This is an optimization exercise on Yosys and OpenROAD, whose aim is small area, a short achievable clock period and few clock cycles per item, not a production implementation. Where RTL was checked, it was by simulation tests only, not by an equivalence proof against the original. Only the layout flow was run in run 6; the RTL was not checked for function there. Power figures rest on the tool's default switching activity, not on a simulated workload.

File: flow/config.mk
export PLATFORM = sky130hd
export DESIGN_NAME = ccp_link
export DESIGN_NICKNAME = ccp_link
export VERILOG_FILES = /design/flow/design.v
export SDC_FILE = /design/flow/constraint.sdc
export NUM_CORES = 4
export LEC_CHECK = 0
export CAP_MARGIN = 20
export CORE_MARGIN = 2
export CORE_UTILIZATION = 60
export SETUP_SLACK_MARGIN = 2.3
export SLEW_MARGIN = 20
export TNS_END_PERCENT = 0
File: flow/constraint.sdc
create_clock -name core_clock -period 4.0 [get_ports {clk}]
set_input_delay 0.8000 -clock core_clock [delete_from_list [all_inputs] [get_ports {clk}]]
set_output_delay 0.8000 -clock core_clock [all_outputs]
set_load 0.01 [all_outputs]
File: flow/design.v
module ccp_ao3 (
    input  wire s0, a0, s1, a1, s2, a2,
    output wire y
);
    assign y = (s0 & a0) | (s1 & a1) | (s2 & a2);
endmodule
module ccp_ao5 (
    input  wire s0, a0, s1, a1, s2, a2, s3, a3, s4, a4,
    output wire y
);
    assign y = (s0 & a0) | (s1 & a1) | (s2 & a2) | (s3 & a3) | (s4 & a4);
endmodule
module ccp_nor3 (
    input  wire a, b, c,
    output wire y
);
    assign y = ~(a | b | c);
endmodule
module ccp_and2 (
    input  wire a, b,
    output wire y
);
    assign y = a & b;
endmodule
module ccp_lbit (
    input  wire sd_n, ld, up, hd,
    input  wire q, d, g, h,
    output wire n
);
    assign n = ~sd_n | (ld & d) | (up & (g ^ h)) | (hd & q);
endmodule
module ccp_crc_c (
    input  wire [15:0] c,
    output wire [15:0] y
);
    wire p6 = ^c[6:0];
    wire p7 = p6 ^ c[7];
    assign y[0]    = p7 ^ c[8];
    assign y[5:1]  = c[13:9];
    assign y[6]    = c[0] ^ c[14];
    assign y[7]    = c[0] ^ c[1] ^ c[15];
    assign y[13:8] = c[6:1] ^ c[7:2];
    assign y[14]   = p6;
    assign y[15]   = p7;
endmodule
module ccp_crc_b (
    input  wire [7:0]  b,
    output wire [15:0] y
);
    wire p6 = ^b[6:0];
    wire p7 = p6 ^ b[7];
    assign y[0]    = p7;
    assign y[5:1]  = 5'd0;
    assign y[6]    = b[0];
    assign y[7]    = b[0] ^ b[1];
    assign y[13:8] = b[6:1] ^ b[7:2];
    assign y[14]   = p6;
    assign y[15]   = p7;
endmodule
module ccp_dsel (
    input  wire [7:0] op_sel, op_a,
    input  wire [3:0] op_len,
    input  wire       op_ext,
    output wire [5:0] es,
    output wire [4:0] rs,
    output wire       enc_ok, rep_ok, dec_a_n, dec_b_n, rd0, rd1
);
    wire hi0   = (op_sel[7:2] == 6'b000000);
    wire hi1   = (op_sel[7:2] == 6'b000100);
    wire s_enc = hi1 & (op_sel[1:0] == 2'd0);
    wire s_rep = hi1 & (op_sel[1:0] == 2'd1);
    wire s_rd  = hi0 & (op_sel[1:0] == 2'd3);
    wire a_cmd = (op_a[7:4] == 4'd0) & (~op_a[3] | ~(op_a[2] | op_a[1]));     
    wire a_hi  = (op_a[7:1] == 7'd0);
    genvar i;
    generate
        for (i = 0; i < 6; i = i + 1) begin : ges
            assign es[i] = s_enc & a_cmd & (op_len > i) & (op_len <= 4'd6);
        end
        for (i = 0; i < 5; i = i + 1) begin : grs
            assign rs[i] = s_rep & (op_len > i) & (op_len <= 4'd5);
        end
    endgenerate
    assign enc_ok  = s_enc & a_cmd & (op_len <= 4'd6);
    assign rep_ok  = s_rep & (op_len <= 4'd5);
    assign dec_a_n = ~(hi1 & op_sel[1]);
    assign dec_b_n = ~((op_len == 4'd8) & op_ext);
    assign rd0     = s_rd & a_hi & ~op_a[0];
    assign rd1     = s_rd & a_hi &  op_a[0];
endmodule
module ccp_err (
    input  wire [7:0] op_sel, op_a,
    input  wire [3:0] op_len,
    input  wire       op_ext,
    output wire [2:0] err
);
    wire hi0    = (op_sel[7:2] == 6'b000000);
    wire hi1    = (op_sel[7:2] == 6'b000100);
    wire s_load = hi0 & (op_sel[1:0] == 2'd1);
    wire s_rd   = hi0 & (op_sel[1:0] == 2'd3);
    wire s_enc  = hi1 & (op_sel[1:0] == 2'd0);
    wire s_rep  = hi1 & (op_sel[1:0] == 2'd1);
    wire s_dec  = hi1 & (op_sel[1:0] == 2'd2);
    wire a_lane = (op_a[7:1] == 7'd0);
    wire a_cmd  = (op_a[7:4] == 4'd0) & (~op_a[3] | ~(op_a[2] | op_a[1]));
    wire len_e  = (op_len <= 4'd6);
    wire len_r  = (op_len <= 4'd5);
    wire len_8  = (op_len == 4'd8);
    wire refused = ~(hi0 | (hi1 & (op_sel[1:0] != 2'd3)))
                 | ((s_load | s_rd) & ~a_lane)
                 | (s_enc & ~a_cmd);
    wire e_pay   = (s_enc & a_cmd & ~len_e) | (s_rep & ~len_r);
    wire e_msg   = s_dec & ~len_8;
    wire e_id    = s_dec & len_8 & ~op_ext;
    assign err   = {e_id, e_pay | e_msg, refused | e_msg};
endmodule
module ccp_lsel #(parameter L = 0) (
    input  wire       rst, op_valid,
    input  wire [7:0] op_sel, op_a,
    output wire       sd_n, ld, up, hd
);
    wire hi0  = (op_sel[7:2] == 6'b000000);
    wire act  = op_valid & ~rst & hi0;
    wire mine = op_a[L];
    wire seed = act & (op_sel[1:0] == 2'd0) & mine;
    assign ld = act & (op_sel[1:0] == 2'd1) & (op_a[7:1] == 7'd0) & (op_a[0] == L);
    assign up = act & (op_sel[1:0] == 2'd2) & mine;
    assign sd_n = ~(rst | seed);
    assign hd = ~(rst | seed | ld | up);
endmodule
module ccp_look (
    input  wire [7:0] b0, b1,
    output wire       reply, known,
    output wire [3:0] member
);
    reg [4:0] lc, ls;
    always @* begin
        case (b0)
            8'h01: lc = {1'b1, 4'd0};
            8'h02: lc = {1'b1, 4'd1};
            8'h03: lc = {1'b1, 4'd2};
            8'h04: lc = {1'b1, 4'd3};
            8'h07: lc = {1'b1, 4'd4};
            8'h0E: lc = {1'b1, 4'd5};
            8'h10: lc = {1'b1, 4'd6};
            8'h13: lc = {1'b1, 4'd7};
            8'h21: lc = {1'b1, 4'd8};
            8'h23: lc = {1'b1, 4'd9};
            default: lc = {1'b0, 4'd0};
        endcase
        case (b1)
            8'h00: ls = {1'b1, 4'd0};
            8'h10: ls = {1'b1, 4'd1};
            8'h30: ls = {1'b1, 4'd2};
            8'h31: ls = {1'b1, 4'd3};
            8'h32: ls = {1'b1, 4'd4};
            8'h33: ls = {1'b1, 4'd5};
            8'h35: ls = {1'b1, 4'd6};
            8'h36: ls = {1'b1, 4'd7};
            8'h37: ls = {1'b1, 4'd8};
            default: ls = {1'b0, 4'd0};
        endcase
    end
    assign reply  = (b0 == 8'hFF);
    assign known  = reply ? ls[4] : lc[4];
    assign member = reply ? ls[3:0] : lc[3:0];
endmodule
module ccp_code (
    input  wire [3:0] m,
    output reg  [7:0] code
);
    always @* begin
        case (m)
            4'd0: code = 8'h01;
            4'd1: code = 8'h02;
            4'd2: code = 8'h03;
            4'd3: code = 8'h04;
            4'd4: code = 8'h07;
            4'd5: code = 8'h0E;
            4'd6: code = 8'h10;
            4'd7: code = 8'h13;
            4'd8: code = 8'h21;
            4'd9: code = 8'h23;
            default: code = 8'h00;
        endcase
    end
endmodule
module ccp_link (
    input  wire        clk,
    input  wire        rst,         
    input  wire        op_valid,
    output wire        op_ready,
    input  wire [7:0]  op_sel,
    input  wire [7:0]  op_a,
    input  wire [7:0]  op_b,
    input  wire [63:0] op_d,
    input  wire [3:0]  op_len,
    input  wire        op_ext,
    output reg         rsp_valid,
    output reg  [2:0]  rsp_err,
    output reg  [63:0] rsp_data,
    output reg         rsp_reply,
    output reg         rsp_known,
    output reg  [3:0]  rsp_member
);
    reg [15:0] crc0, crc1;
    assign op_ready = 1'b1;
    wire [7:0] d [0:7];
    genvar i, k;
    generate
        for (i = 0; i < 8; i = i + 1) begin : gd
            assign d[i] = op_d[63 - 8*i -: 8];
        end
    endgenerate
    wire [5:0] es;
    wire [4:0] rs;
    wire       enc_ok, rep_ok, dec_a_n, dec_b_n, rd0, rd1;
    ccp_dsel u_dsel (.op_sel(op_sel), .op_a(op_a), .op_len(op_len), .op_ext(op_ext),
                     .es(es), .rs(rs), .enc_ok(enc_ok), .rep_ok(rep_ok),
                     .dec_a_n(dec_a_n), .dec_b_n(dec_b_n), .rd0(rd0), .rd1(rd1));
    wire [8:0] dec;
    generate
        for (i = 0; i < 9; i = i + 1) begin : gdec
            ccp_nor3 u_dec (.a(dec_a_n), .b(op_sel[0]), .c(dec_b_n), .y(dec[i]));
        end
    endgenerate
    wire [2:0] n_err;
    ccp_err u_err (.op_sel(op_sel), .op_a(op_a), .op_len(op_len), .op_ext(op_ext), .err(n_err));
    wire [7:0] code;
    ccp_code u_code (.m(op_a[3:0]), .code(code));
    wire [63:0] n_data;
    generate
        for (k = 0; k < 8; k = k + 1) begin : gb
            ccp_ao3 u_b0 (.s0(enc_ok), .a0(code[k]), .s1(rep_ok), .a1(1'b1),    .s2(dec[0]), .a2(d[0][k]), .y(n_data[56+k]));
            ccp_ao3 u_b1 (.s0(enc_ok), .a0(op_b[k]), .s1(rep_ok), .a1(op_a[k]), .s2(dec[1]), .a2(d[1][k]), .y(n_data[48+k]));
            ccp_ao3 u_b2 (.s0(es[0]),  .a0(d[0][k]), .s1(rep_ok), .a1(op_b[k]), .s2(dec[2]), .a2(d[2][k]), .y(n_data[40+k]));
            ccp_ao3 u_b3 (.s0(es[1]),  .a0(d[1][k]), .s1(rs[0]),  .a1(d[0][k]), .s2(dec[3]), .a2(d[3][k]), .y(n_data[32+k]));
            ccp_ao3 u_b4 (.s0(es[2]),  .a0(d[2][k]), .s1(rs[1]),  .a1(d[1][k]), .s2(dec[4]), .a2(d[4][k]), .y(n_data[24+k]));
            ccp_ao3 u_b5 (.s0(es[3]),  .a0(d[3][k]), .s1(rs[2]),  .a1(d[2][k]), .s2(dec[5]), .a2(d[5][k]), .y(n_data[16+k]));
            ccp_ao5 u_b6 (.s0(es[4]),  .a0(d[4][k]), .s1(rs[3]),  .a1(d[3][k]), .s2(dec[6]), .a2(d[6][k]),
                          .s3(rd0), .a3(crc0[8+k]), .s4(rd1), .a4(crc1[8+k]), .y(n_data[8+k]));
            ccp_ao5 u_b7 (.s0(es[5]),  .a0(d[5][k]), .s1(rs[4]),  .a1(d[4][k]), .s2(dec[7]), .a2(d[7][k]),
                          .s3(rd0), .a3(crc0[k]),   .s4(rd1), .a4(crc1[k]),   .y(n_data[k]));
        end
    endgenerate
    wire       lk_reply, lk_known;
    wire [3:0] lk_member;
    wire       n_reply, n_known;
    wire [3:0] n_member;
    ccp_look u_look (.b0(d[0]), .b1(d[1]), .reply(lk_reply), .known(lk_known), .member(lk_member));
    ccp_and2 u_rp (.a(dec[8]), .b(lk_reply), .y(n_reply));
    ccp_and2 u_kn (.a(dec[8]), .b(lk_known), .y(n_known));
    generate
        for (i = 0; i < 4; i = i + 1) begin : gmb
            ccp_and2 u_mb (.a(dec[8]), .b(lk_member[i]), .y(n_member[i]));
        end
    endgenerate
    always @(posedge clk) begin
        rsp_valid  <= op_valid & ~rst;
        rsp_err    <= n_err;
        rsp_data   <= n_data;
        rsp_reply  <= n_reply;
        rsp_known  <= n_known;
        rsp_member <= n_member;
    end
    wire        sd0_n, ld0, up0, hd0, sd1_n, ld1, up1, hd1;
    ccp_lsel #(.L(0)) u_ls0 (.rst(rst), .op_valid(op_valid), .op_sel(op_sel), .op_a(op_a),
                             .sd_n(sd0_n), .ld(ld0), .up(up0), .hd(hd0));
    ccp_lsel #(.L(1)) u_ls1 (.rst(rst), .op_valid(op_valid), .op_sel(op_sel), .op_a(op_a),
                             .sd_n(sd1_n), .ld(ld1), .up(up1), .hd(hd1));
    wire [15:0] g0, g1, h, n0, n1;
    ccp_crc_c u_g0 (.c(crc0), .y(g0));
    ccp_crc_c u_g1 (.c(crc1), .y(g1));
    ccp_crc_b u_h  (.b(op_b), .y(h));
    generate
        for (i = 0; i < 16; i = i + 1) begin : gl
            ccp_lbit u_l0 (.sd_n(sd0_n), .ld(ld0), .up(up0), .hd(hd0),
                           .q(crc0[i]), .d(op_d[i]), .g(g0[i]), .h(h[i]), .n(n0[i]));
            ccp_lbit u_l1 (.sd_n(sd1_n), .ld(ld1), .up(up1), .hd(hd1),
                           .q(crc1[i]), .d(op_d[i]), .g(g1[i]), .h(h[i]), .n(n1[i]));
        end
    endgenerate
    always @(posedge clk) begin
        crc0 <= n0;
        crc1 <= n1;
    end
endmodule
File: flow/flow/run.sh
#!/bin/bash
# The standard layout (the standard.sh, the same ORFS make call) with two changes:
#  - the port buffers are the smallest plain buffer, sky130_fd_sc_hd__buf_1,
#    instead of the one buffer_ports picks itself;
#  - the slow 4-high stacks (or4/nor4 and their b/bb forms, a2111/o2111) and the
#    3-input xor cells are kept out of synthesis and repair (DONT_USE_CELLS is
#    extended, the platform's own list is still appended by the platform config).
# Each ORFS step writes its own log under orfs/logs/; make's output goes to standard.log.
set -e
slow=""
for c in or4 or4b or4bb nor4 nor4b nor4bb xor3 xnor3 a2111o a2111oi o2111a o2111ai; do
  for s in 0 1 2 4; do slow="$slow sky130_fd_sc_hd__${c}_$s"; done
done
cp config.mk flow_config.mk
echo "export DONT_USE_CELLS = $slow" >> flow_config.mk
sed "s#DESIGN_CONFIG=[^ ]*#DESIGN_CONFIG=$PWD/flow_config.mk#" standard.sh > flow_standard.sh
export BUFFER_PORTS_ARGS="-buffer_cell sky130_fd_sc_hd__buf_1"
bash flow_standard.sh > standard.log 2>&1
File: flow/standard.sh
#!/bin/bash
# synth_recipe.tcl (not shown) runs the flow's synth.tcl, then flattens the netlist and writes it again
# the make line also repeats each setting of config.mk as NAME=value (left out here)
make -C /OpenROAD-flow-scripts/flow DESIGN_CONFIG=/design/flow/config.mk WORK_HOME=/design/flow/orfs CLKGATE_MAP_FILE= SYNTH_SCRIPT=/design/flow/synth_recipe.tcl "${@:-finish}"
==> impl_metrics.toml, run 1 <==
[logic_synthesis]
yosysSeqAreaShare_pct = 39.3
synthFlopType = "dfxtp_1"
synth_cell_type_count = 55
synth_largest_area_cell = "dfxtp_1"
yosysWarnings = 3
async_reset_ff_share_pct = 0
synth_edf_count = 0
synth_top_area_share_pct = 39.3
syn_area_per_cell_um2 = 8.84
ys_ff_latch = 106
synth_most_common_cell = "dfxtp_1"
synthTopCellsByCount = "dfxtp_1 (106), nand2_1 (87), inv_1 (48)"
syn_inst = 611
synthTopCellsByArea = "dfxtp_1 (39%), a222oi_1 (7.4%), xnor2_1 (7.0%), nand2_1 (6.0%), a221oi_1 (4.9%)"
syn_area_mm2 = 0.00540

[floorplan]
initial_core_util_pct = 61.9
die_w_um = 98.9
die_area_mm2 = 0.00978
die_h_um = 98.9
ioPinCount = 171
coreArea_mm2 = 0.00872
rows = 34

[clocking]
cts_tree = "yes"
holdBufCountCts = 0
cts_made_buffers = 9
clk_latency_ps = 390
clk_pin_slew_worst_paths_ps = 120
cts_root_buf = "clkbuf_8"
cts.sinks = 106
clockBufferDepth = 2
htreeDepth = 3

[finish]
final_nets = 869
fillers = 656
antennaDiodeCount = 0
postLayoutCoreUtil_pct = 75.8
layout-drive-gt1-share_pct = 13.3
area_delta_synth_final_pct = 22.4
stdcell_area_mm2 = 0.00661

[critical_path]
end_kind = "flip-flop"
required_ps = 4270
cp.arrival_ps = 2290
path_max_fanout = 6
path_class = "in -> reg"
start_kind = "input pin"

[pwr]
power.switching_mw = 0.596
p_leak_nw = 2.88
clockPowerShare_pct = 33.6
combPwrFrac_pct = 13.7
sequentialPowerShare_pct = 52.8
cellInternalPower_mw = 1.41
ir_worst_vdd_mv = 0.156
p_sw_share_pct = 29.7
power_density_mw_per_mm2 = 303

[sta]
timing.fmax_mhz = 495
rsz0062_at_grt = "true"
finalHoldViolCount = 0
finalCritPeriodShare_pct = 50.5
tightest_slew_ps = 594
drv_slew = 0
fin_setup_tns_ps = 0
skew_ps = 12.6
slew_headroom_pct = 60.4
layout_setup_ws_ps = 1980
setup_viol = 0
post-route-min-period_ps = 2020

[drt]
drc_errors = 0
viasPerCell = 6.40
first_pass_iters = 9
num_vias = 5650
wl_per_cell_um = 20.8
drtAntennaViolNets = 0
routed_wirelength_um = 18300
drt_iter0_markers = 885

[global_routing]
grt_pass1_vias = 5387
grt_first_pass_wirelength_um = 27900
antenna_found_initial = 0
grt-ovfl-total = 0
grt_usage_pct = 36.4
grt_max_degree = 29

[placement]
gp_congestion = 0.927
dpl_worst_slack_ps = 934
place_hpwl_um = 13300
io_buffers = 169
placed_cell_area_mm2 = 0.00604

[run]
max_cap_violations = 0

[min_path]
hp-class = "reg -> reg"

[run_status]
status = "finished clean"
timing repair:
action | CTS | global route
gates resized for setup | 65 | 2
buffers inserted | 20 | 0
endpoints found under the setup margin | 107 | 134
gates cloned | 1 | 0
pin swaps | 20 | 0
logic make-up (layout without fill, tap and decap cells):
kind of cell             count (synthesis)  count (layout)  synth area share [%]
multiplexers                            16              16                  2.97
XOR/XNOR                                67              67                  11.8
other                                    1               1                0.0694
flip-flops                             106             106                  39.3
AO/OA/AOI/OAI                          154             154                  23.3
adder cells (fa/ha/maj)                  3               3                 0.695
buffers and inverters                   96             260                  7.21
AND/OR/NAND/NOR                        168             168                  14.7
critical path: stages:
cell and delay (ps):
buf_2 130, nor2_1 160, nand2_2 130, nor3_4 200, and4_1 230, buf_6 110
nor2_4 50, a22o_1 170, or3_1 310
registers in the layout, summed over array words and instances (netlist names):
register,flops
crc0,16
crc1,16
rsp_data,64
rsp_err,3
rsp_known,1
rsp_member,4
rsp_reply,1
rsp_valid,1
layout by cell type (no fill, tap or decap), types with 4 or more instances in the layout:
cell type,Yosys,layout
buf_2,11,20
mux2i_1,16,16
a21o_1,5,4
nand2_1,87,86
buf_1,5,144
a221oi_1,30,30
xnor2_1,43,43
nor3_1,6,5
clkbuf_8,0,9
a22oi_1,18,18
xor2_1,19,19
dfxtp_1,106,106
a21oi_1,15,12
buf_6,1,5
nor2_4,0,4
nor2_1,26,22
nor2b_1,7,4
a222oi_1,40,40
buf_4,1,23
a221o_1,6,6
nand3_1,5,5
o21ai_0,5,5
or3_1,5,5
inv_1,48,48
o211ai_1,16,16
through the flow:
stage	cells	hold WS (ps)	power (mW)
after floorplan	611	430	1.23
after global placement	846	443	1.33
after detailed placement	846	445	1.33
after CTS	883	462	2.00
after global routing	883	493	2.06
final	883	465	2.00
path summary, 6_finish.rpt:
kind,endpoint,cells after the start,startpoint,slack [ps]
max,crc1[8]$_DFF_P_,9,op_a[4],1980
min,crc0[12]$_DFF_P_,2,crc0[12]$_DFF_P_,470
min reg2reg,crc0[12]$_DFF_P_,2,crc0[12]$_DFF_P_,470
max reg2reg,crc0[0]$_DFF_P_,7,crc0[4]$_DFF_P_,2130
per-layer routing:
| metal | wire (um) | GRT usage [%] | vias to the layer above |
|---|---|---|---|
| met2 | 8300 | 58.7 | 446 |
| met1 | 6910 | 48.0 | 2600 |
| li1 | - | - | 2531 |
| met5 | 0 | 0 | - |
| met3 | 2350 | 7.66 | 73 |
| met4 | 762 | 13.9 | 0 |
power by group through the flow:
stage,Sequential (mW),Combinational [mW],Clock [mW]
global route,1.06,0.290,0.714
finish,1.06,0.274,0.672
floorplan,1.08,0.148,0
detailed placement,1.08,0.249,0
CTS,1.06,0.264,0.679
global placement,1.08,0.247,0
area by class of cell:
cell class / count / area (um^2) / share of cell area (%)
clock buffers: 9 / 124 / 1.87
clock inverters: 7 / 83.8 / 1.27
inverters: 48 / 180 / 2.73
multi-input cells: 409 / 3020 / 45.7
flip-flops and latches: 106 / 2120 / 32.1
well taps: 108 / 135 / 2.05
repair buffers: 196 / 942 / 14.3
Testbench counts, summed over its fixed seeds: cycles 4,248, items 4,232.
==> inputs of run 2 (changes only) <==
--- a/flow/config.mk
+++ b/flow/config.mk
@@ -10,2 +10,3 @@
 export CORE_UTILIZATION = 60
+export PLACE_DENSITY = 0.8
 export SETUP_SLACK_MARGIN = 2.3
==> run 2 against run 1 <==
Worst hold slack worse by 4.5 ps. Die area stayed put. Clock skew is 2.3 ps higher. Worst setup slack worse by 150 ps. Sequential power about the same. Routed wire length is 4.8% higher. Highest routed layer unchanged. Core utilization rose by 0.086 points. Critical endpoint is now rsp_member[0]$_DFF_P_.
==> impl_metrics.toml, run 2 <==
[run_status]
status = "finished clean"

[placement]
place_hpwl_um = 13800
dp_cells = 848
placed_cell_area_mm2 = 0.00606
dpl_worst_slack_ps = 891
io_buffers = 169
gp_congestion = 1.06

[floorplan]
ioPinCount = 171
coreArea_mm2 = 0.00872
rows = 34
die_area_mm2 = 0.00978
die_w_um = 98.9
initial_core_util_pct = 61.9
die_h_um = 98.9

[finish]
fillers = 659
stdcell_count = 887
largest_reg_flops = 64
layout-drive-gt1-share_pct = 13.2
antennaDiodeCount = 0
final_common_cell = "buf_1"
stdcell_area_mm2 = 0.00662
final_cell_mix = "buf_1 (149), dfxtp_1 (106), nand2_1 (87)"
postLayoutCoreUtil_pct = 75.9
multi_input_area_mm2 = 0.00303
ff_latch_area_mm2 = 0.00212
area_delta_synth_final_pct = 22.5
top_register = "rsp_data"
top_regs = "rsp_data x64, crc0 x16, crc1 x16"
final_nets = 874

[pwr]
combPwrFrac_pct = 13.7
sequentialPowerShare_pct = 51.7
power.switching_mw = 0.535
ir_worst_vdd_mv = 0.173
power_mw = 2.04
p_leak_nw = 2.89
clockPowerShare_pct = 34.6
p_sw_share_pct = 26.2
cellInternalPower_mw = 1.51
power_density_mw_per_mm2 = 309

[clocking]
cts_tree = "yes"
htreeDepth = 3
clk_pin_slew_worst_paths_ps = 100
cts.sinks = 106
cts_made_buffers = 9
clk_latency_ps = 360
clockBufferDepth = 2
holdBufCountCts = 0
cts_root_buf = "clkbuf_8"

[global_routing]
grt_max_degree = 36
grt_first_pass_wirelength_um = 29200
grt_usage_pct = 37.9
antenna_found_initial = 0
grt-ovfl-total = 0
grt_pass1_vias = 5355

[critical_path]
start_kind = "input pin"
r2r_end = "crc0[0]$_DFF_P_"
cp.arrival_ps = 2440
startpoint = "op_len[1]"
r2r_slack_ps = 2010
required_ps = 4280
end_kind = "flip-flop"
crit_cells = 8
crit_end = "rsp_member[0]$_DFF_P_"
critPathTopFamily = "simple AND/OR/NAND/NOR gates"
slowest_stage = "a211o_1"
r2r_start = "crc0[1]$_DFF_P_"
ff2ff_path_depth = 7
path_class = "in -> reg"
critPathMaxStageDelay_ps = 330
worstPathCellList = "buf_2 -> nor2_1 -> nand3b_1 -> inv_1 -> and3_1 -> nand2_1 -> a211o_1 -> nor3_1"
crit_buf_inv = 2
path_max_fanout = 7

[logic_synthesis]
synth_top_area_share_pct = 39.3
yosysWarnings = 3
syn_area_mm2 = 0.00540
synth_most_common_cell = "dfxtp_1"
synth_cell_type_count = 55
syn_area_per_cell_um2 = 8.84
synth_edf_count = 0
synthTopCellsByCount = "dfxtp_1 (106), nand2_1 (87), inv_1 (48)"
yosysSeqAreaShare_pct = 39.3
syn_inst = 611
synth_largest_area_cell = "dfxtp_1"
synthFlopType = "dfxtp_1"
async_reset_ff_share_pct = 0
ys_ff_latch = 106
synthTopCellsByArea = "dfxtp_1 (39%), a222oi_1 (7.4%), xnor2_1 (7.0%), nand2_1 (6.0%), a221oi_1 (4.9%)"

[sta]
finalCritPeriodShare_pct = 54.2
rsz0062_at_grt = "true"
slew_headroom_pct = 59.1
finalHoldViolCount = 0
drv_slew = 0
skew_ps = 14.9
hold_slack_ps = 461
timing.fmax_mhz = 462
post-route-min-period_ps = 2170
tightest_slew_ps = 613
setup_viol = 0
layout_setup_ws_ps = 1830
fin_setup_tns_ps = 0

[drt]
routed_wirelength_um = 19200
num_vias = 5733
first_pass_iters = 8
drc_errors = 0
drtAntennaViolNets = 0
drt_iter0_markers = 707
viasPerCell = 6.46
wl_per_cell_um = 21.7

[min_path]
hp-class = "reg -> reg"

[run]
max_cap_violations = 0
==> run 2: worst min-delay path: cells and delay by family (launching register included) <==
kind,cells,cell delay (ps)
and+or+nand+nor,2,100
DFF,1,330
==> run 2: power by group through the flow <==
stage | clock network [mW] | logic (mW) | registers [mW]
3_5_place_dp | 0 | 0.253 | 1.08
6_report | 0.707 | 0.280 | 1.06
2_1_floorplan | 0 | 0.148 | 1.08
3_3_place_gp | 0 | 0.250 | 1.08
4_1_cts | 0.710 | 0.264 | 1.06
5_1_grt | 0.751 | 0.297 | 1.06
==> run 2: logic make-up (layout without fill, tap and decap cells) <==
logic type | after synthesis | in the layout | share of synthesized area, %
simple gates | 168 | 169 | 14.7
xor+xnor | 67 | 67 | 11.8
fa+ha+maj | 3 | 3 | 0.695
mux | 16 | 16 | 2.97
compound gates | 154 | 154 | 23.3
buf+inv | 96 | 263 | 7.21
other cells | 1 | 1 | 0.0694
flops | 106 | 106 | 39.3
==> run 2: worst min-delay path by stage <==
stage | to | startpoint | cells past startpoint | slack (ps)
global route | crc0[13]$_DFF_P_ | crc0[13]$_DFF_P_ | 2 | 470
CTS | crc0[13]$_DFF_P_ | crc0[13]$_DFF_P_ | 2 | 460
global placement | crc1[10]$_DFF_P_ | crc1[10]$_DFF_P_ | 2 | 440
floorplan | crc0[10]$_DFF_P_ | crc0[10]$_DFF_P_ | 2 | 430
detailed placement | crc0[13]$_DFF_P_ | crc0[13]$_DFF_P_ | 2 | 450
finish | crc0[13]$_DFF_P_ | crc0[13]$_DFF_P_ | 2 | 460
==> run 2: layout make-up <==
type / instances / share of cell area (%)
well taps: 108 / 2.04
inverters: 48 / 2.72
clock buffers: 10 / 1.93
clock inverters: 5 / 1.21
flip-flops and latches: 106 / 32.1
multi-input cells: 410 / 45.8
repair buffers: 200 / 14.2
==> run 2: layer usage <==
layer,vias to the layer above,track usage [%],routed length (um)
met5,-,0,0
met4,0,15.5,602
met3,50,7.38,2370
met2,478,58.9,8870
met1,2671,51.8,7380
li1,2534,-,-
==> run 2: timing repair <==
item	CTS	global route
pin swaps	11	12
gates cloned	1	0
buffers inserted	17	6
resized for setup	37	20
endpoints found under the setup margin	103	112
==> inputs of run 3 (changes only) <==
--- a/flow/config.mk
+++ b/flow/config.mk
@@ -9,4 +9,4 @@
 export CORE_MARGIN = 2
-export CORE_UTILIZATION = 60
-export PLACE_DENSITY = 0.8
+export CORE_UTILIZATION = 70
+export GPL_TIMING_DRIVEN = 1
 export SETUP_SLACK_MARGIN = 2.3
==> run 3 against run 2 <==
Flip-flop and latch count is the same. First-iteration DRC count grew 56%. Worst hold slack improved by 1.7 ps. Area after synthesis is the same. Still clean. Clock-buffer cell count fell by 1.
==> impl_metrics.toml, run 3 <==
[run_status]
status = "finished clean"

[sta]
slew_headroom_pct = 58.5
skew_ps = 15.9
hold_slack_ps = 463
tightest_slew_ps = 623
timing.fmax_mhz = 463
drv_slew = 0
finalCritPeriodShare_pct = 54.0
rsz0062_at_grt = "true"
fin_setup_tns_ps = 0
finalHoldViolCount = 0
setup_viol = 0
post-route-min-period_ps = 2160
layout_setup_ws_ps = 1840

[clocking]
cts_tree = "yes"
htreeDepth = 3
clockBufferDepth = 2
cts_root_buf = "clkbuf_8"
clk_latency_ps = 380
cts_made_buffers = 9
clk_pin_slew_worst_paths_ps = 110
cts.sinks = 106
holdBufCountCts = 0

[logic_synthesis]
synth_edf_count = 0
synth_largest_area_cell = "dfxtp_1"
syn_area_mm2 = 0.00540
yosysSeqAreaShare_pct = 39.3
synth_top_area_share_pct = 39.3
syn_inst = 611
synthTopCellsByCount = "dfxtp_1 (106), nand2_1 (87), inv_1 (48)"
async_reset_ff_share_pct = 0
synth_most_common_cell = "dfxtp_1"
synth_cell_type_count = 55
synthFlopType = "dfxtp_1"
syn_area_per_cell_um2 = 8.84
ys_ff_latch = 106
synthTopCellsByArea = "dfxtp_1 (39%), a222oi_1 (7.4%), xnor2_1 (7.0%), nand2_1 (6.0%), a221oi_1 (4.9%)"
yosysWarnings = 3

[drt]
drc_errors = 0
drt_iter0_markers = 1105
routed_wirelength_um = 19900
dr_wl_met2_um = 8880
num_vias = 5930
wl_per_cell_um = 22.8
wl_met3_um = 2980
viasPerCell = 6.77
drtAntennaViolNets = 0
wl_met1_um = 6830
first_pass_iters = 15
highest_layer = "met4"

[floorplan]
die_w_um = 91.8
ioPinCount = 171
die_h_um = 91.8
initial_core_util_pct = 71.0
coreArea_mm2 = 0.00761
die_area_mm2 = 0.00843
rows = 32

[critical_path]
end_kind = "flip-flop"
r2r_slack_ps = 2030
path_class = "in -> reg"
cp.arrival_ps = 2410
start_kind = "input pin"
ff2ff_path_depth = 7
path_max_fanout = 8
r2r_end = "crc1[0]$_DFF_P_"
r2r_start = "crc1[1]$_DFF_P_"
required_ps = 4250

[finish]
stdcell_area_mm2 = 0.00660
top_regs = "rsp_data x64, crc0 x16, crc1 x16"
postLayoutCoreUtil_pct = 86.7
area_delta_synth_final_pct = 22.1
top_register = "rsp_data"
final_cell_mix = "buf_1 (147), dfxtp_1 (106), nand2_1 (86)"
final_common_cell = "buf_1"
largest_reg_flops = 64
stdcell_count = 876
antennaDiodeCount = 0
layout-drive-gt1-share_pct = 13.7
final_nets = 868

[placement]
dp_cells = 839
io_buffers = 169
dpl_worst_slack_ps = 838
place_hpwl_um = 13600
placed_cell_area_mm2 = 0.00602
gp_congestion = 1.04

[min_path]
hp-class = "reg -> reg"
hp-start = "crc0[11]$_DFF_P_"
hold_path_depth = 2
whs_endpoint = "crc0[11]$_DFF_P_"

[global_routing]
grt_max_degree = 27
grt_first_pass_wirelength_um = 29600
grt_usage_pct = 45.4
grt_pass1_vias = 5628
grt-ovfl-total = 0
antenna_found_initial = 0

[run]
max_cap_violations = 0

[pwr]
power_density_mw_per_mm2 = 306
p_leak_nw = 2.88
ir_worst_vdd_mv = 0.210
power_mw = 2.02
## run 3: repair_timing
action | 4_1_cts | 5_1_grt
setup buffers | 16 | 2
pin swaps | 12 | 6
hold endpoints to repair | 0 | 0
setup endpoints to repair | 105 | 116
cloned | 3 | 0
gates resized for setup | 55 | 13
## run 3: power breakdown
group / total, mW / internal (mW) / switching, mW / leakage (nW)
combinational: 0.288 / 0.104 / 0.184 / 1.92
clock: 0.673 / 0.250 / 0.422 / 0.103
sequential: 1.06 / 1.06 / 0.000704 / 0.855
total: 2.02 / 1.41 / 0.607 / 2.88
## run 3: layer usage
layer  global-route usage (%)  up-vias
li1                         -     2531
met1                     56.6     2696
met2                     72.1      573
met3                     9.70      130
met4                     27.4        0
met5                        0        -
## run 3: layout make-up
| type | instances | area [um^2] |
|---|---|---|
| repair buffers | 192 | 872 |
| fillers | 442 | 1010 |
| clock buffers | 9 | 124 |
| multi-input cells | 412 | 3090 |
| inverters | 48 | 180 |
| clock inverters | 7 | 81.3 |
| flip-flops and latches | 106 | 2120 |
| well taps | 102 | 128 |
## run 3: how the worst max path moves through the flow
stage | startpoint | cells after the start | slack (ps) | endpoint
3_5_place_dp | op_a[1] | 7 | 840 | rsp_data[22]$_DFF_P_
3_3_place_gp | op_a[1] | 7 | 1000 | rsp_data[19]$_DFF_P_
4_1_cts | op_sel[6] | 9 | 1940 | crc1[8]$_DFF_P_
6_report | op_len[3] | 6 | 1840 | rsp_data[40]$_DFF_P_
5_1_grt | op_sel[7] | 9 | 1850 | crc0[8]$_DFF_P_
2_1_floorplan | op_sel[2] | 8 | 1750 | crc0[8]$_DFF_P_
## run 3: kinds of logic (layout without fill, tap and decap cells)
kind of cell | count (synthesis) | count (layout) | synth area share (%)
adders and majority gates | 3 | 3 | 0.695
buffers and inverters | 96 | 256 | 7.21
DFF | 106 | 106 | 39.3
muxes | 16 | 16 | 2.97
AOI/OAI and AO/OA | 154 | 154 | 23.3
and+or+nand+nor | 168 | 171 | 14.7
xor gates and xnor gates | 67 | 67 | 11.8
other | 1 | 1 | 0.0694
## run 3: worst max-delay path, stage by stage
cell,delay [ps]
buf_1,170
nor2_1,440
nand2_1,160
and2_2,290
a222oi_1,430
inv_1,120
==> inputs of run 4 (changes only) <==
--- a/flow/config.mk
+++ b/flow/config.mk
@@ -9,3 +9,3 @@
 export CORE_MARGIN = 2
-export CORE_UTILIZATION = 70
+export CORE_UTILIZATION = 60
 export GPL_TIMING_DRIVEN = 1
==> run 4 against run 3 <==
Still clean. Core utilization decreased by 11 points. Worst hold slack improved by 2.8 ps. Combinational power decreased by 5%. Area after synthesis unchanged. Die area increased by 16%. Non-clock buffer count increased by 4. Sequential power about the same. Flip-flop and latch count unchanged.
==> impl_metrics.toml, run 4 <==
[finish]
antennaDiodeCount = 0
final_cell_mix = "buf_1 (144), dfxtp_1 (106), nand2_1 (86)"
final_nets = 869
top_register = "rsp_data"
fillers = 656
layout-drive-gt1-share_pct = 13.3
stdcell_count = 883
final_common_cell = "buf_1"
area_delta_synth_final_pct = 22.4
largest_reg_flops = 64
top_regs = "rsp_data x64, crc0 x16, crc1 x16"

[critical_path]
slowest_stage = "or3_1"
start_kind = "input pin"
crit_buf_inv = 2
required_ps = 4270
startpoint = "op_a[4]"
path_class = "in -> reg"
critPathTopFamily = "simple AND/OR/NAND/NOR gates"
worstPathCellList = "buf_2 -> nor2_1 -> nand2_2 -> nor3_4 -> and4_1 -> buf_6 -> nor2_4 -> a22o_1 -> or3_1"
critPathMaxStageDelay_ps = 310
end_kind = "flip-flop"
path_max_fanout = 6
cp.arrival_ps = 2290
r2r_start = "crc0[4]$_DFF_P_"

[sta]
post-route-min-period_ps = 2020
setup_viol = 0
timing.fmax_mhz = 495
layout_setup_ws_ps = 1980
drv_slew = 0
tightest_slew_ps = 594
slew_headroom_pct = 60.4
skew_ps = 12.6
fin_setup_tns_ps = 0
rsz0062_at_grt = "true"
finalHoldViolCount = 0
hold_slack_ps = 465
finalCritPeriodShare_pct = 50.5

[logic_synthesis]
synthXorXnorAreaFrac_pct = 11.8
synthSimpleGateAreaFrac_pct = 14.7
syn_inst = 611
synth_top_family_by_area = "compound AO/OA/AOI/OAI gates"
async_reset_ff_share_pct = 0
synth_edf_count = 0
synthMuxAreaShare_pct = 2.97
yosysWarnings = 3
synthTopCellsByCount = "dfxtp_1 (106), nand2_1 (87), inv_1 (48)"
synthFlopType = "dfxtp_1"
synthTopCellsByArea = "dfxtp_1 (39%), a222oi_1 (7.4%), xnor2_1 (7.0%), nand2_1 (6.0%), a221oi_1 (4.9%)"
synth_cell_type_count = 55
synth_largest_area_cell = "dfxtp_1"
synth_most_common_cell = "dfxtp_1"
synthAdderAreaFrac_pct = 0.695
syn_area_per_cell_um2 = 8.84
ys_ff_latch = 106
yosysSeqAreaShare_pct = 39.3
synth_compound_area_share_pct = 23.3
syn_area_mm2 = 0.00540
synth_top_area_share_pct = 39.3

[drt]
drt_iter0_markers = 885
wl_per_cell_um = 20.8
drtAntennaViolNets = 0
drc_errors = 0
num_vias = 5650
viasPerCell = 6.40
routed_wirelength_um = 18300
first_pass_iters = 9

[clocking]
cts_root_buf = "clkbuf_8"
clk_latency_ps = 390
clockBufferDepth = 2
clk_pin_slew_worst_paths_ps = 120
htreeDepth = 3
cts_tree = "yes"
cts.sinks = 106
cts_made_buffers = 9

[global_routing]
grt_usage_pct = 36.4
grt-ovfl-total = 0
antenna_found_initial = 0
grt_pass1_vias = 5387
grt_max_degree = 29
grt_first_pass_wirelength_um = 27900

[pwr]
p_leak_nw = 2.88
ir_worst_vdd_mv = 0.156
power_density_mw_per_mm2 = 303

[floorplan]
initial_core_util_pct = 61.9
ioPinCount = 171
die_area_mm2 = 0.00978
die_h_um = 98.9
die_w_um = 98.9
coreArea_mm2 = 0.00872
rows = 34

[min_path]
hp-class = "reg -> reg"
hp-start = "crc0[12]$_DFF_P_"

[run_status]
status = "finished clean"

[placement]
dpl_worst_slack_ps = 934
dp_cells = 846
io_buffers = 169
place_hpwl_um = 13300
gp_congestion = 0.927

[run]
max_cap_violations = 0
==> run 4: area by class of cell <==
type | instances | area (um^2) | area share, %
flip-flops and latches | 106 | 2120 | 32.1
well taps | 108 | 135 | 2.05
multi-input cells | 409 | 3020 | 45.7
inverters | 48 | 180 | 2.73
clock buffers | 9 | 124 | 1.87
repair buffers | 196 | 942 | 14.3
clock inverters | 7 | 83.8 | 1.27
==> run 4: kinds of logic after synthesis <==
family          after synthesis
xor+xnor                     67
mux                          16
compound gates              154
fa+ha+maj                     3
buf+inv                      96
flops                       106
other cells                   1
simple gates                168
==> run 4: worst reg2reg max path, delay by kind of cell, from the launching register on <==
kind | cells | cell delay, ps
compound gates | 1 | 70
xor+xnor | 6 | 1320
flops | 1 | 370
==> run 4: path summary, 6_finish.rpt <==
kind              slack (ps)               end  depth (start not counted)
setup / recovery        1980   crc1[8]$_DFF_P_                          9
setup reg to reg        2130   crc0[0]$_DFF_P_                          7
hold / removal           470  crc0[12]$_DFF_P_                          2
hold reg to reg          470  crc0[12]$_DFF_P_                          2
==> run 4: what timing repair did <==
| item | in CTS | in global routing |
|---|---|---|
| buffers inserted | 20 | 0 |
| hold endpoints to repair | 0 | 0 |
| hold buffers | 0 | 0 |
| pin swaps | 20 | 0 |
| gates resized for setup | 65 | 2 |
| endpoints found under the setup margin | 107 | 134 |
| gates cloned | 1 | 0 |
==> run 4: routing by layer <==
layer / part of all wire, % / global-route usage, % / wire, um
met1: 38 / 48.0 / 6910
met2: 45 / 58.7 / 8300
met3: 13 / 7.66 / 2350
met4: 4.2 / 13.9 / 762
met5: 0 / 0 / 0
==> run 4: stage by stage <==
step | utilization [%] | cell area, um^2 | power (mW)
finish | 75.8 | 6610 | 2.00
global route | 75.8 | 6610 | 2.06
floorplan | - | 5450 | 1.23
global placement | 69.2 | 6040 | 1.33
detailed placement | 69.2 | 6040 | 1.33
CTS | 75.7 | 6610 | 2.00
==> run 4: power by group <==
group / switching (mW) / leakage, nW / internal, mW
sequential: 0.000576 / 0.855 / 1.06
clock: 0.425 / 0.0958 / 0.247
combinational: 0.170 / 1.93 / 0.103
==> inputs of run 5 (changes only) <==
--- a/flow/config.mk
+++ b/flow/config.mk
@@ -7,8 +7,7 @@
 export LEC_CHECK = 0
-export CAP_MARGIN = 20
+export CAP_MARGIN = 0
 export CORE_MARGIN = 2
 export CORE_UTILIZATION = 60
-export GPL_TIMING_DRIVEN = 1
 export SETUP_SLACK_MARGIN = 2.3
-export SLEW_MARGIN = 20
+export SLEW_MARGIN = 0
 export TNS_END_PERCENT = 0
==> run 5 against run 4 <==
Still clean on timing, DRC and antenna. Synthesized cell count unchanged. Critical path depth is the same. Clock skew is the same. Global-route usage is the same. Critical endpoint unchanged. Largest cell class unchanged. Largest power group unchanged.
==> impl_metrics.toml, run 5 <==
[drt]
drtAntennaViolNets = 0
wl_per_cell_um = 20.8
viasPerCell = 6.40
first_pass_iters = 9
drc_errors = 0
num_vias = 5650
drt_iter0_markers = 885
routed_wirelength_um = 18300

[logic_synthesis]
synth_top_area_share_pct = 39.3
synth_cell_type_count = 55
async_reset_ff_share_pct = 0
ys_ff_latch = 106
yosysWarnings = 3
synth_edf_count = 0
synthTopCellsByCount = "dfxtp_1 (106), nand2_1 (87), inv_1 (48)"
synth_largest_area_cell = "dfxtp_1"
syn_area_per_cell_um2 = 8.84
synthTopCellsByArea = "dfxtp_1 (39%), a222oi_1 (7.4%), xnor2_1 (7.0%), nand2_1 (6.0%), a221oi_1 (4.9%)"
yosysSeqAreaShare_pct = 39.3
synth_most_common_cell = "dfxtp_1"
synthFlopType = "dfxtp_1"
syn_inst = 611
syn_area_mm2 = 0.00540

[sta]
fin_setup_tns_ps = 0
hold_slack_ps = 465
rsz0062_at_grt = "true"
slew_headroom_pct = 60.4
skew_ps = 12.6
tightest_slew_ps = 594
setup_viol = 0
post-route-min-period_ps = 2020
layout_setup_ws_ps = 1980
drv_slew = 0
finalCritPeriodShare_pct = 50.5
timing.fmax_mhz = 495
finalHoldViolCount = 0

[run_status]
status = "finished clean"

[finish]
largest_reg_flops = 64
final_nets = 869
stdcell_count = 883
antennaDiodeCount = 0
layout-drive-gt1-share_pct = 13.3
final_common_cell = "buf_1"
area_delta_synth_final_pct = 22.4
top_register = "rsp_data"
top_regs = "rsp_data x64, crc0 x16, crc1 x16"
final_cell_mix = "buf_1 (144), dfxtp_1 (106), nand2_1 (86)"
stdcell_area_mm2 = 0.00661
postLayoutCoreUtil_pct = 75.8

[global_routing]
grt-ovfl-total = 0
grt_usage_pct = 36.4
grt_first_pass_wirelength_um = 27900
grt_pass1_vias = 5387
grt_max_degree = 29
antenna_found_initial = 0

[pwr]
ir_worst_vdd_mv = 0.156
sequentialPowerShare_pct = 52.8
p_sw_share_pct = 29.7
power_density_mw_per_mm2 = 303
power.switching_mw = 0.596
combPwrFrac_pct = 13.7
clockPowerShare_pct = 33.6
power_mw = 2.00
p_leak_nw = 2.88
cellInternalPower_mw = 1.41

[critical_path]
ff2ff_path_depth = 7
end_kind = "flip-flop"
r2r_start = "crc0[4]$_DFF_P_"
start_kind = "input pin"
path_class = "in -> reg"
r2r_slack_ps = 2130
path_max_fanout = 6
cp.arrival_ps = 2290
r2r_end = "crc0[0]$_DFF_P_"
required_ps = 4270

[floorplan]
die_w_um = 98.9
die_area_mm2 = 0.00978
initial_core_util_pct = 61.9
rows = 34
ioPinCount = 171
die_h_um = 98.9
coreArea_mm2 = 0.00872

[run]
max_cap_violations = 0

[min_path]
whs_endpoint = "crc0[12]$_DFF_P_"
hold_path_depth = 2
hp-class = "reg -> reg"
hp-start = "crc0[12]$_DFF_P_"

[clocking]
clk_latency_ps = 390
clk_pin_slew_worst_paths_ps = 120
htreeDepth = 3
cts.sinks = 106
clockBufferDepth = 2
cts_root_buf = "clkbuf_8"
cts_made_buffers = 9
cts_tree = "yes"

[placement]
gp_congestion = 0.927
dpl_worst_slack_ps = 934
io_buffers = 169
dp_cells = 846
placed_cell_area_mm2 = 0.00604
place_hpwl_um = 13300
-- run 5: cell counts after synthesis --
Identical to the previous run, type by type.
-- run 5: cell type report --
class | instances | area, um^2
clock buffers | 9 | 124
clock inverters | 7 | 83.8
fillers | 656 | 2110
inverters | 48 | 180
multi-input cells | 409 | 3020
flip-flops and latches | 106 | 2120
well taps | 108 | 135
repair buffers | 196 | 942
-- run 5: worst max-delay path, stage by stage --
cell     delay, ps
buf_2          130
nor2_1         160
nand2_2        130
nor3_4         200
and4_1         230
buf_6          110
nor2_4          50
a22o_1         170
or3_1          310
-- run 5: worst max path at each step --
stage,slack (ps),to,depth (start not counted),start
floorplan,1750,crc0[8]$_DFF_P_,8,op_sel[2]
global placement,1070,rsp_data[16]$_DFF_P_,7,op_a[1]
detailed placement,930,rsp_data[29]$_DFF_P_,7,op_a[1]
CTS,2040,crc0[8]$_DFF_P_,9,op_sel[7]
global route,1890,crc1[8]$_DFF_P_,9,op_sel[6]
finish,1980,crc1[8]$_DFF_P_,9,op_a[4]
-- run 5: timing repair --
item                       4_1_cts  5_1_grt
hold endpoints to repair         0        0
setup endpoints to repair      107      134
hold buffers                     0        0
setup buffers                   20        0
cloned                           1        0
resized for setup               65        2
pin swaps                       20        0
-- run 5: cell families after synthesis --
logic type | Yosys count | synth area share, %
and+or+nand+nor | 168 | 14.7
AOI/OAI and AO/OA | 154 | 23.3
DFF | 106 | 39.3
buffers and inverters | 96 | 7.21
xor gates and xnor gates | 67 | 11.8
muxes | 16 | 2.97
adders and majority gates | 3 | 0.695
other | 1 | 0.0694
-- run 5: power by group through the flow --
stage | registers (mW) | clock network, mW | logic [mW]
detailed placement | 1.08 | 0 | 0.249
global route | 1.06 | 0.714 | 0.290
CTS | 1.06 | 0.679 | 0.264
global placement | 1.08 | 0 | 0.247
floorplan | 1.08 | 0 | 0.148
finish | 1.06 | 0.672 | 0.274
-- run 5: routing by layer --
metal	share of wire, %	GRT usage (%)	up-vias
met5	0	0	-
met3	13	7.66	73
met1	38	48.0	2600
met4	4.2	13.9	0
li1	-	-	2531
met2	45	58.7	446
==> inputs of run 6 (changes only) <==
--- a/flow/design.v
+++ b/flow/design.v
@@ -1 +1,12 @@
+module ccp_nor2  (input wire a, b, output wire y);       assign y = ~(a | b);            endmodule
+module ccp_nor3  (input wire a, b, c, output wire y);    assign y = ~(a | b | c);        endmodule
+module ccp_nor3b (input wire a, b, cn, output wire y);   assign y = ~(a | b | ~cn);      endmodule
+module ccp_nand2 (input wire a, b, output wire y);       assign y = ~(a & b);            endmodule
+module ccp_nand3 (input wire a, b, c, output wire y);    assign y = ~(a & b & c);        endmodule
+module ccp_nand4 (input wire a, b, c, d, output wire y); assign y = ~(a & b & c & d);    endmodule
+module ccp_nand2b (input wire an, b, output wire y);     assign y = ~(~an & b);          endmodule
+module ccp_nand3b (input wire an, b, c, output wire y);  assign y = ~(~an & b & c);      endmodule
+module ccp_nand4b (input wire an, b, c, d, output wire y); assign y = ~(~an & b & c & d); endmodule
+module ccp_o21ai (input wire a1, a2, b1, output wire y); assign y = ~((a1 | a2) & b1);   endmodule
+module ccp_and2  (input wire a, b, output wire y);       assign y = a & b;               endmodule
 module ccp_ao3 (
@@ -12,21 +23,9 @@
 endmodule
-module ccp_nor3 (
-    input  wire a, b, c,
-    output wire y
-);
-    assign y = ~(a | b | c);
-endmodule
-module ccp_and2 (
-    input  wire a, b,
+module ccp_aoi3 (
+    input  wire s0, a0, s1, a1, s2, a2,
     output wire y
 );
-    assign y = a & b;
-endmodule
-module ccp_lbit (
-    input  wire sd_n, ld, up, hd,
-    input  wire q, d, g, h,
-    output wire n
-);
-    assign n = ~sd_n | (ld & d) | (up & (g ^ h)) | (hd & q);
+    assign y = ~((s0 & a0) | (s1 & a1) | (s2 & a2));
 endmodule
+module ccp_xor2 (input wire a, b, output wire y); assign y = a ^ b; endmodule
 module ccp_crc_c (
@@ -59,32 +58,29 @@
 endmodule
-module ccp_dsel (
-    input  wire [7:0] op_sel, op_a,
-    input  wire [3:0] op_len,
-    input  wire       op_ext,
-    output wire [5:0] es,
-    output wire [4:0] rs,
-    output wire       enc_ok, rep_ok, dec_a_n, dec_b_n, rd0, rd1
-);
-    wire hi0   = (op_sel[7:2] == 6'b000000);
-    wire hi1   = (op_sel[7:2] == 6'b000100);
-    wire s_enc = hi1 & (op_sel[1:0] == 2'd0);
-    wire s_rep = hi1 & (op_sel[1:0] == 2'd1);
-    wire s_rd  = hi0 & (op_sel[1:0] == 2'd3);
-    wire a_cmd = (op_a[7:4] == 4'd0) & (~op_a[3] | ~(op_a[2] | op_a[1]));     
-    wire a_hi  = (op_a[7:1] == 7'd0);
+module ccp_len (
+    input  wire [3:0] len,
+    output wire [6:0] le_n,
+    output wire [5:0] lr_n
+);
     genvar i;
     generate
-        for (i = 0; i < 6; i = i + 1) begin : ges
-            assign es[i] = s_enc & a_cmd & (op_len > i) & (op_len <= 4'd6);
+        for (i = 0; i < 6; i = i + 1) begin : ge
+            assign le_n[i] = ~((len > i) & (len <= 4'd6));
         end
-        for (i = 0; i < 5; i = i + 1) begin : grs
-            assign rs[i] = s_rep & (op_len > i) & (op_len <= 4'd5);
+        for (i = 0; i < 5; i = i + 1) begin : gr
+            assign lr_n[i] = ~((len > i) & (len <= 4'd5));
         end
     endgenerate
-    assign enc_ok  = s_enc & a_cmd & (op_len <= 4'd6);
-    assign rep_ok  = s_rep & (op_len <= 4'd5);
-    assign dec_a_n = ~(hi1 & op_sel[1]);
-    assign dec_b_n = ~((op_len == 4'd8) & op_ext);
-    assign rd0     = s_rd & a_hi & ~op_a[0];
-    assign rd1     = s_rd & a_hi &  op_a[0];
+    assign le_n[6] = ~(len <= 4'd6);
+    assign lr_n[5] = ~(len <= 4'd5);
+endmodule
+module ccp_hold #(parameter L = 0) (
+    input  wire       rst, op_valid,
+    input  wire [7:0] op_sel, op_a,
+    output wire       hd
+);
+    wire hi0  = (op_sel[7:2] == 6'b000000);
+    wire seed = (op_sel[1:0] == 2'd0) & op_a[L];
+    wire ld   = (op_sel[1:0] == 2'd1) & (op_a[7:1] == 7'd0) & (op_a[0] == L);
+    wire up   = (op_sel[1:0] == 2'd2) & op_a[L];
+    assign hd = ~(rst | (op_valid & hi0 & (seed | ld | up)));
 endmodule
@@ -116,16 +112,2 @@
 endmodule
-module ccp_lsel #(parameter L = 0) (
-    input  wire       rst, op_valid,
-    input  wire [7:0] op_sel, op_a,
-    output wire       sd_n, ld, up, hd
-);
-    wire hi0  = (op_sel[7:2] == 6'b000000);
-    wire act  = op_valid & ~rst & hi0;
-    wire mine = op_a[L];
-    wire seed = act & (op_sel[1:0] == 2'd0) & mine;
-    assign ld = act & (op_sel[1:0] == 2'd1) & (op_a[7:1] == 7'd0) & (op_a[0] == L);
-    assign up = act & (op_sel[1:0] == 2'd2) & mine;
-    assign sd_n = ~(rst | seed);
-    assign hd = ~(rst | seed | ld | up);
-endmodule
 module ccp_look (
@@ -207,2 +189,4 @@
     assign op_ready = 1'b1;
+    wire [7:0] s = op_sel;
+    wire [7:0] a = op_a;
     wire [7:0] d [0:7];
@@ -214,14 +198,59 @@
     endgenerate
+    wire u1, u2, t0, es1, va1, va2, wa, ca, p00, kls_n, kup0_n, kup1_n;
+    ccp_nor3  g_u1  (.a(s[7]), .b(s[6]), .c(s[5]), .y(u1));           
+    ccp_nor2  g_u2  (.a(s[3]), .b(s[2]), .y(u2));                     
+    ccp_nor3  g_t0  (.a(s[4]), .b(s[3]), .c(s[2]), .y(t0));           
+    ccp_nor3b g_es1 (.a(s[1]), .b(s[0]), .cn(s[4]), .y(es1));         
+    ccp_nor2  g_va1 (.a(a[7]), .b(a[6]), .y(va1));
+    ccp_nor2  g_va2 (.a(a[5]), .b(a[4]), .y(va2));
+    ccp_nor3  g_wa  (.a(a[3]), .b(a[2]), .c(a[1]), .y(wa));
+    ccp_o21ai g_ca  (.a1(a[2]), .a2(a[1]), .b1(a[3]), .y(ca));       
+    ccp_nor2  g_p00 (.a(s[1]), .b(s[0]), .y(p00));                    
+    ccp_nand2b g_kls (.an(s[1]), .b(s[0]), .y(kls_n));                
+    ccp_nand3b g_ku0 (.an(s[0]), .b(s[1]), .c(a[0]), .y(kup0_n));     
+    ccp_nand3b g_ku1 (.an(s[0]), .b(s[1]), .c(a[1]), .y(kup1_n));     
+    wire [6:0] le_n;
+    wire [5:0] lr_n;
+    ccp_len u_len (.len(op_len), .le_n(le_n), .lr_n(lr_n));
+    wire lm;
+    ccp_nor3  g_lm (.a(op_len[2]), .b(op_len[1]), .c(op_len[0]), .y(lm));
+    wire encb_n, encc_n, rep1_n, dec1_n, z_n, rd1_n, rda_n, h0_n, lda_n, ldb_n;
+    ccp_nand4  g_encb (.a(u1), .b(u2), .c(es1), .d(va1), .y(encb_n));
+    ccp_nand2  g_encc (.a(va2), .b(ca), .y(encc_n));
+    ccp_nand4  g_rep1 (.a(u1), .b(u2), .c(s[0]), .d(s[4]), .y(rep1_n));
+    ccp_nand4  g_dec1 (.a(u1), .b(u2), .c(s[4]), .d(s[1]), .y(dec1_n));
+    ccp_nand3  g_z    (.a(op_len[3]), .b(lm), .c(op_ext), .y(z_n));
+    ccp_nand4  g_rdg  (.a(u1), .b(t0), .c(s[1]), .d(s[0]), .y(rd1_n));
+    ccp_nand3  g_rda  (.a(va1), .b(va2), .c(wa), .y(rda_n));
+    ccp_nand4b g_h0   (.an(rst), .b(u1), .c(t0), .d(op_valid), .y(h0_n));    
+    ccp_nand4b g_lda  (.an(a[0]), .b(va1), .c(va2), .d(wa), .y(lda_n));      
+    ccp_nand4  g_ldb  (.a(a[0]), .b(va1), .c(va2), .d(wa), .y(ldb_n));       
     wire [5:0] es;
     wire [4:0] rs;
-    wire       enc_ok, rep_ok, dec_a_n, dec_b_n, rd0, rd1;
-    ccp_dsel u_dsel (.op_sel(op_sel), .op_a(op_a), .op_len(op_len), .op_ext(op_ext),
-                     .es(es), .rs(rs), .enc_ok(enc_ok), .rep_ok(rep_ok),
-                     .dec_a_n(dec_a_n), .dec_b_n(dec_b_n), .rd0(rd0), .rd1(rd1));
+    wire       enc_ok, rep_ok, rd0, rd1;
     wire [8:0] dec;
     generate
+        for (i = 0; i < 6; i = i + 1) begin : ges
+            ccp_nor3 g_es (.a(encb_n), .b(encc_n), .c(le_n[i]), .y(es[i]));
+        end
+        for (i = 0; i < 5; i = i + 1) begin : grs
+            ccp_nor3 g_rs (.a(rep1_n), .b(s[1]), .c(lr_n[i]), .y(rs[i]));
+        end
         for (i = 0; i < 9; i = i + 1) begin : gdec
-            ccp_nor3 u_dec (.a(dec_a_n), .b(op_sel[0]), .c(dec_b_n), .y(dec[i]));
+            ccp_nor3 g_dec (.a(dec1_n), .b(s[0]), .c(z_n), .y(dec[i]));
         end
     endgenerate
+    ccp_nor3  g_enc (.a(encb_n), .b(encc_n), .c(le_n[6]), .y(enc_ok));
+    ccp_nor3  g_rep (.a(rep1_n), .b(s[1]), .c(lr_n[5]), .y(rep_ok));
+    ccp_nor3  g_rd0 (.a(rd1_n), .b(rda_n), .c(a[0]), .y(rd0));
+    ccp_nor3b g_rd1 (.a(rd1_n), .b(rda_n), .cn(a[0]), .y(rd1));
+    wire sd0_n, sd1_n, ld0, ld1, up0, up1, hd0, hd1;
+    ccp_nand3b g_sd0 (.an(h0_n), .b(p00), .c(a[0]), .y(sd0_n));      
+    ccp_nand3b g_sd1 (.an(h0_n), .b(p00), .c(a[1]), .y(sd1_n));
+    ccp_nor3   g_ld0 (.a(h0_n), .b(lda_n), .c(kls_n), .y(ld0));
+    ccp_nor3   g_ld1 (.a(h0_n), .b(ldb_n), .c(kls_n), .y(ld1));
+    ccp_nor2   g_up0 (.a(h0_n), .b(kup0_n), .y(up0));
+    ccp_nor2   g_up1 (.a(h0_n), .b(kup1_n), .y(up1));
+    ccp_hold #(.L(0)) u_hd0 (.rst(rst), .op_valid(op_valid), .op_sel(op_sel), .op_a(op_a), .hd(hd0));
+    ccp_hold #(.L(1)) u_hd1 (.rst(rst), .op_valid(op_valid), .op_sel(op_sel), .op_a(op_a), .hd(hd1));
     wire [2:0] n_err;
@@ -265,8 +294,3 @@
     end
-    wire        sd0_n, ld0, up0, hd0, sd1_n, ld1, up1, hd1;
-    ccp_lsel #(.L(0)) u_ls0 (.rst(rst), .op_valid(op_valid), .op_sel(op_sel), .op_a(op_a),
-                             .sd_n(sd0_n), .ld(ld0), .up(up0), .hd(hd0));
-    ccp_lsel #(.L(1)) u_ls1 (.rst(rst), .op_valid(op_valid), .op_sel(op_sel), .op_a(op_a),
-                             .sd_n(sd1_n), .ld(ld1), .up(up1), .hd(hd1));
-    wire [15:0] g0, g1, h, n0, n1;
+    wire [15:0] g0, g1, h, st0, st1, y0, y1, n0, n1;
     ccp_crc_c u_g0 (.c(crc0), .y(g0));
@@ -276,6 +300,8 @@
         for (i = 0; i < 16; i = i + 1) begin : gl
-            ccp_lbit u_l0 (.sd_n(sd0_n), .ld(ld0), .up(up0), .hd(hd0),
-                           .q(crc0[i]), .d(op_d[i]), .g(g0[i]), .h(h[i]), .n(n0[i]));
-            ccp_lbit u_l1 (.sd_n(sd1_n), .ld(ld1), .up(up1), .hd(hd1),
-                           .q(crc1[i]), .d(op_d[i]), .g(g1[i]), .h(h[i]), .n(n1[i]));
+            ccp_xor2   g_x0 (.a(g0[i]), .b(h[i]), .y(st0[i]));
+            ccp_xor2   g_x1 (.a(g1[i]), .b(h[i]), .y(st1[i]));
+            ccp_aoi3   g_m0 (.s0(ld0), .a0(op_d[i]), .s1(up0), .a1(st0[i]), .s2(hd0), .a2(crc0[i]), .y(y0[i]));
+            ccp_aoi3   g_m1 (.s0(ld1), .a0(op_d[i]), .s1(up1), .a1(st1[i]), .s2(hd1), .a2(crc1[i]), .y(y1[i]));
+            ccp_nand3b g_n0 (.an(rst), .b(sd0_n), .c(y0[i]), .y(n0[i]));
+            ccp_nand3b g_n1 (.an(rst), .b(sd1_n), .c(y1[i]), .y(n1[i]));
         end
--- a/flow/config.mk
+++ b/flow/config.mk
@@ -7,7 +7,9 @@
 export LEC_CHECK = 0
-export CAP_MARGIN = 0
+export CAP_MARGIN = 20
 export CORE_MARGIN = 2
-export CORE_UTILIZATION = 60
+export CORE_UTILIZATION = 40
 export SETUP_SLACK_MARGIN = 2.3
-export SLEW_MARGIN = 0
+export SLEW_MARGIN = 20
+export SYNTH_HIERARCHICAL = 1
+export SYNTH_MINIMUM_KEEP_SIZE = 0
 export TNS_END_PERCENT = 0
==> run 6 against run 5 <==
Critical path type unchanged. Total power rose by 26%. Sequential power up 5%. Largest power group unchanged. Sequential share of layout area is 5.9 points lower. Register-to-register slack about the same. Combinational power grew 100%. Non-clock buffer count rose by 27. Clock skew fell by 6.6 ps. Worst setup slack lost 6.1 ps. Synthesized cell count up 3.8%. Die area grew 68%.
==> impl_metrics.toml, run 6 <==
[run_status]
status = "finished clean"

[pwr]
p_leak_nw = 3.55
power_density_mw_per_mm2 = 311
ir_worst_vdd_mv = 0.227
power_mw = 2.52

[sta]
finalCritPeriodShare_pct = 50.6
rsz0062_at_grt = "true"
post-route-min-period_ps = 2030
slew_headroom_pct = 46.2
timing.fmax_mhz = 494
skew_ps = 5.97
tightest_slew_ps = 808
layout_setup_ws_ps = 1970
drv_slew = 0
finalHoldViolCount = 0
fin_setup_tns_ps = 0
setup_viol = 0

[placement]
dpl_worst_slack_ps = 964
gp_congestion = 0.890
placed_cell_area_mm2 = 0.00689
place_hpwl_um = 16100
io_buffers = 169

[finish]
final_cell_mix = "buf_1 (141), dfxtp_1 (106), a222oi_1 (96)"
area_delta_synth_final_pct = 31.6
final_common_cell = "buf_1"
top_register = "rsp_data"
stdcell_area_mm2 = 0.00811
antennaDiodeCount = 0
largest_reg_flops = 64
final_nets = 948
fillers = 1398
layout-drive-gt1-share_pct = 20.5
top_regs = "rsp_data x64, crc0 x16, crc1 x16"

[critical_path]
worstPathCellList = "buf_2 -> nor2_2 -> a41oi_4 -> o31a_4 -> a222oi_1 -> nand3b_1"
required_ps = 4240
critPathTopFamily = "compound AO/OA/AOI/OAI gates"
critPathMaxStageDelay_ps = 440
crit_buf_inv = 1
start_kind = "input pin"
path_class = "in -> reg"
end_kind = "flip-flop"
cp.arrival_ps = 2260
path_max_fanout = 12
slowest_stage = "o31a_4"

[logic_synthesis]
yosysWarnings = 9
ys_ff_latch = 106
synth_largest_area_cell = "dfxtp_1"
syn_inst = 634
synth_cell_type_count = 58
synth_edf_count = 0
syn_area_mm2 = 0.00616
synth_most_common_cell = "dfxtp_1"
async_reset_ff_share_pct = 0
syn_area_per_cell_um2 = 9.72
synthTopCellsByArea = "dfxtp_1 (34%), a222oi_1 (16%), xor2_1 (7.8%), nor3_2 (5.2%), nand3b_1 (4.9%)"
yosysSeqAreaShare_pct = 34.4
synthFlopType = "dfxtp_1"
synthTopCellsByCount = "dfxtp_1 (106), a222oi_1 (96), inv_1 (66)"
synth_top_area_share_pct = 34.4

[global_routing]
grt_pass1_vias = 6087
grt.busiest_layer = "met2"
use_met3_pct = 6.14
grt_usage_pct = 27.9
grt_first_pass_wirelength_um = 34800
grtUsageMet1_pct = 36.5
antenna_found_initial = 0
grt_max_degree = 37
grt_use_met2_pct = 43.1
grt-ovfl-total = 0

[floorplan]
initial_core_util_pct = 40.7
rows = 45
die_area_mm2 = 0.0164
die_w_um = 128
ioPinCount = 171
coreArea_mm2 = 0.0151
die_h_um = 128

[clocking]
cts_tree = "yes"
cts_made_buffers = 9
cts.sinks = 106
htreeDepth = 3
holdBufCountCts = 0
cts_root_buf = "clkbuf_16"
clockBufferDepth = 2
clk_pin_slew_worst_paths_ps = 70
clk_latency_ps = 360

[run]
max_cap_violations = 0

[drt]
viasPerCell = 6.26
wl_per_cell_um = 22.9
routed_wirelength_um = 23800
drc_errors = 0
num_vias = 6521
drt_iter0_markers = 1323
first_pass_iters = 9
drtAntennaViolNets = 0

[min_path]
hp-class = "reg -> reg"
==> run 6: what timing repair did <==
action	CTS	global route
resized for setup	83	30
pin swaps	33	26
setup endpoints to repair	105	106
cloned	5	0
buffers inserted	23	18
==> run 6: cells by family after synthesis <==
| family | Yosys count | share of synthesized area, % |
|---|---|---|
| other | 3 | 0.183 |
| AND/OR/NAND/NOR | 186 | 20.7 |
| buffers and inverters | 101 | 8.67 |
| flip-flops | 106 | 34.4 |
| adder cells (fa/ha/maj) | 3 | 0.609 |
| XOR/XNOR | 84 | 13.2 |
| multiplexers | 2 | 0.406 |
| AO/OA/AOI/OAI | 149 | 21.8 |
==> run 6: layout make-up <==
cell class,count,area [um^2],area share [%]
clock inverters,7,52.6,0.648
well taps,188,235,2.90
repair buffers,223,1320,16.3
flip-flops and latches,106,2120,26.2
multi-input cells,443,3900,48.1
inverters,66,248,3.06
clock buffers,9,225,2.78
==> run 6: Yosys stat by module, one instance, submodules excluded, excerpt <==
module,flip-flops and latches,cells
ccp_and2,0,1
ccp_ao3,0,2
ccp_aoi3,0,1
ccp_crc_c,0,25
ccp_len,0,23
ccp_nand2b,0,1
ccp_nand3,0,1
ccp_nand4,0,1
ccp_nand4b,0,1
ccp_nor3,0,1
ccp_nor3b,0,1
==> run 6: path summary, 6_finish.rpt <==
kind / cells after the start / start / slack (ps) / to
worst max-delay path: 6 / op_a[3] / 1970 / crc1[15]$_DFF_P_
worst max register to register: 7 / crc0[6]$_DFF_P_ / 2120 / crc0[0]$_DFF_P_
worst min-delay path: 2 / crc1[10]$_DFF_P_ / 530 / rsp_data[10]$_DFF_P_
worst min register to register: 2 / crc1[10]$_DFF_P_ / 530 / rsp_data[10]$_DFF_P_
==> run 6: power breakdown <==
group | switching (mW) | internal [mW] | leakage (nW)
Combinational | 0.319 | 0.237 | 2.55
Sequential | 0.0340 | 1.08 | 0.865
Clock | 0.428 | 0.427 | 0.136
==> run 6: metrics by stage <==
| step | hold WS, ps | instances | util (%) |
|---|---|---|---|
| floorplan | 463 | 647 | - |
| global placement | 508 | 980 | 45.5 |
| detailed placement | 509 | 980 | 45.5 |
| CTS | 528 | 1024 | 51.5 |
| global route | 566 | 1042 | 53.5 |
| finish | 528 | 1042 | 53.5 |
==> run 6: worst reg2reg max path, cell delays in order (launching register included) <==
cell,delay [ps]
dfxtp_1,490
xnor2_1,210
xor2_1,250
xnor2_2,170
xor2_1,200
xor2_1,90
a222oi_1,230
nand3b_1,110
==> run 6: layer usage <==
layer | vias to the layer above | wire length, um
li1 | 2863 | -
met1 | 3085 | 9100
met2 | 489 | 10600
met3 | 84 | 2860
met4 | 0 | 1230
met5 | - | 0

[static timing again, ports no longer ideal]
The results above use ideal ports. As a check the final layouts listed here were re-extracted and re-timed, cells and wires unchanged.
Step 1, drivers: a clkbuf_16 drives clk and a buf_2 each remaining input, both assumed.
Step 2, shift: input delay + t, output delay - t, t = (earliest + latest rising clock arrival at the registers) / 2. This alone moves slack from input paths to output paths.
Slacks: ideal / step 1 / step 2; pairs: ideal / step 1.
run	t (ns)	setup WS [ns]
run 1	0.412	1.980 / 1.978 / 1.566
run 2	0.389	1.834 / 1.851 / 1.462
run 3	0.405	1.839 / 1.847 / 1.442
run 4	0.412	1.980 / 1.978 / 1.566
run 5	0.412	1.980 / 1.978 / 1.566
run 6	0.394	1.974 / 1.995 / 1.602
After both steps setup and hold are still met in every run listed.
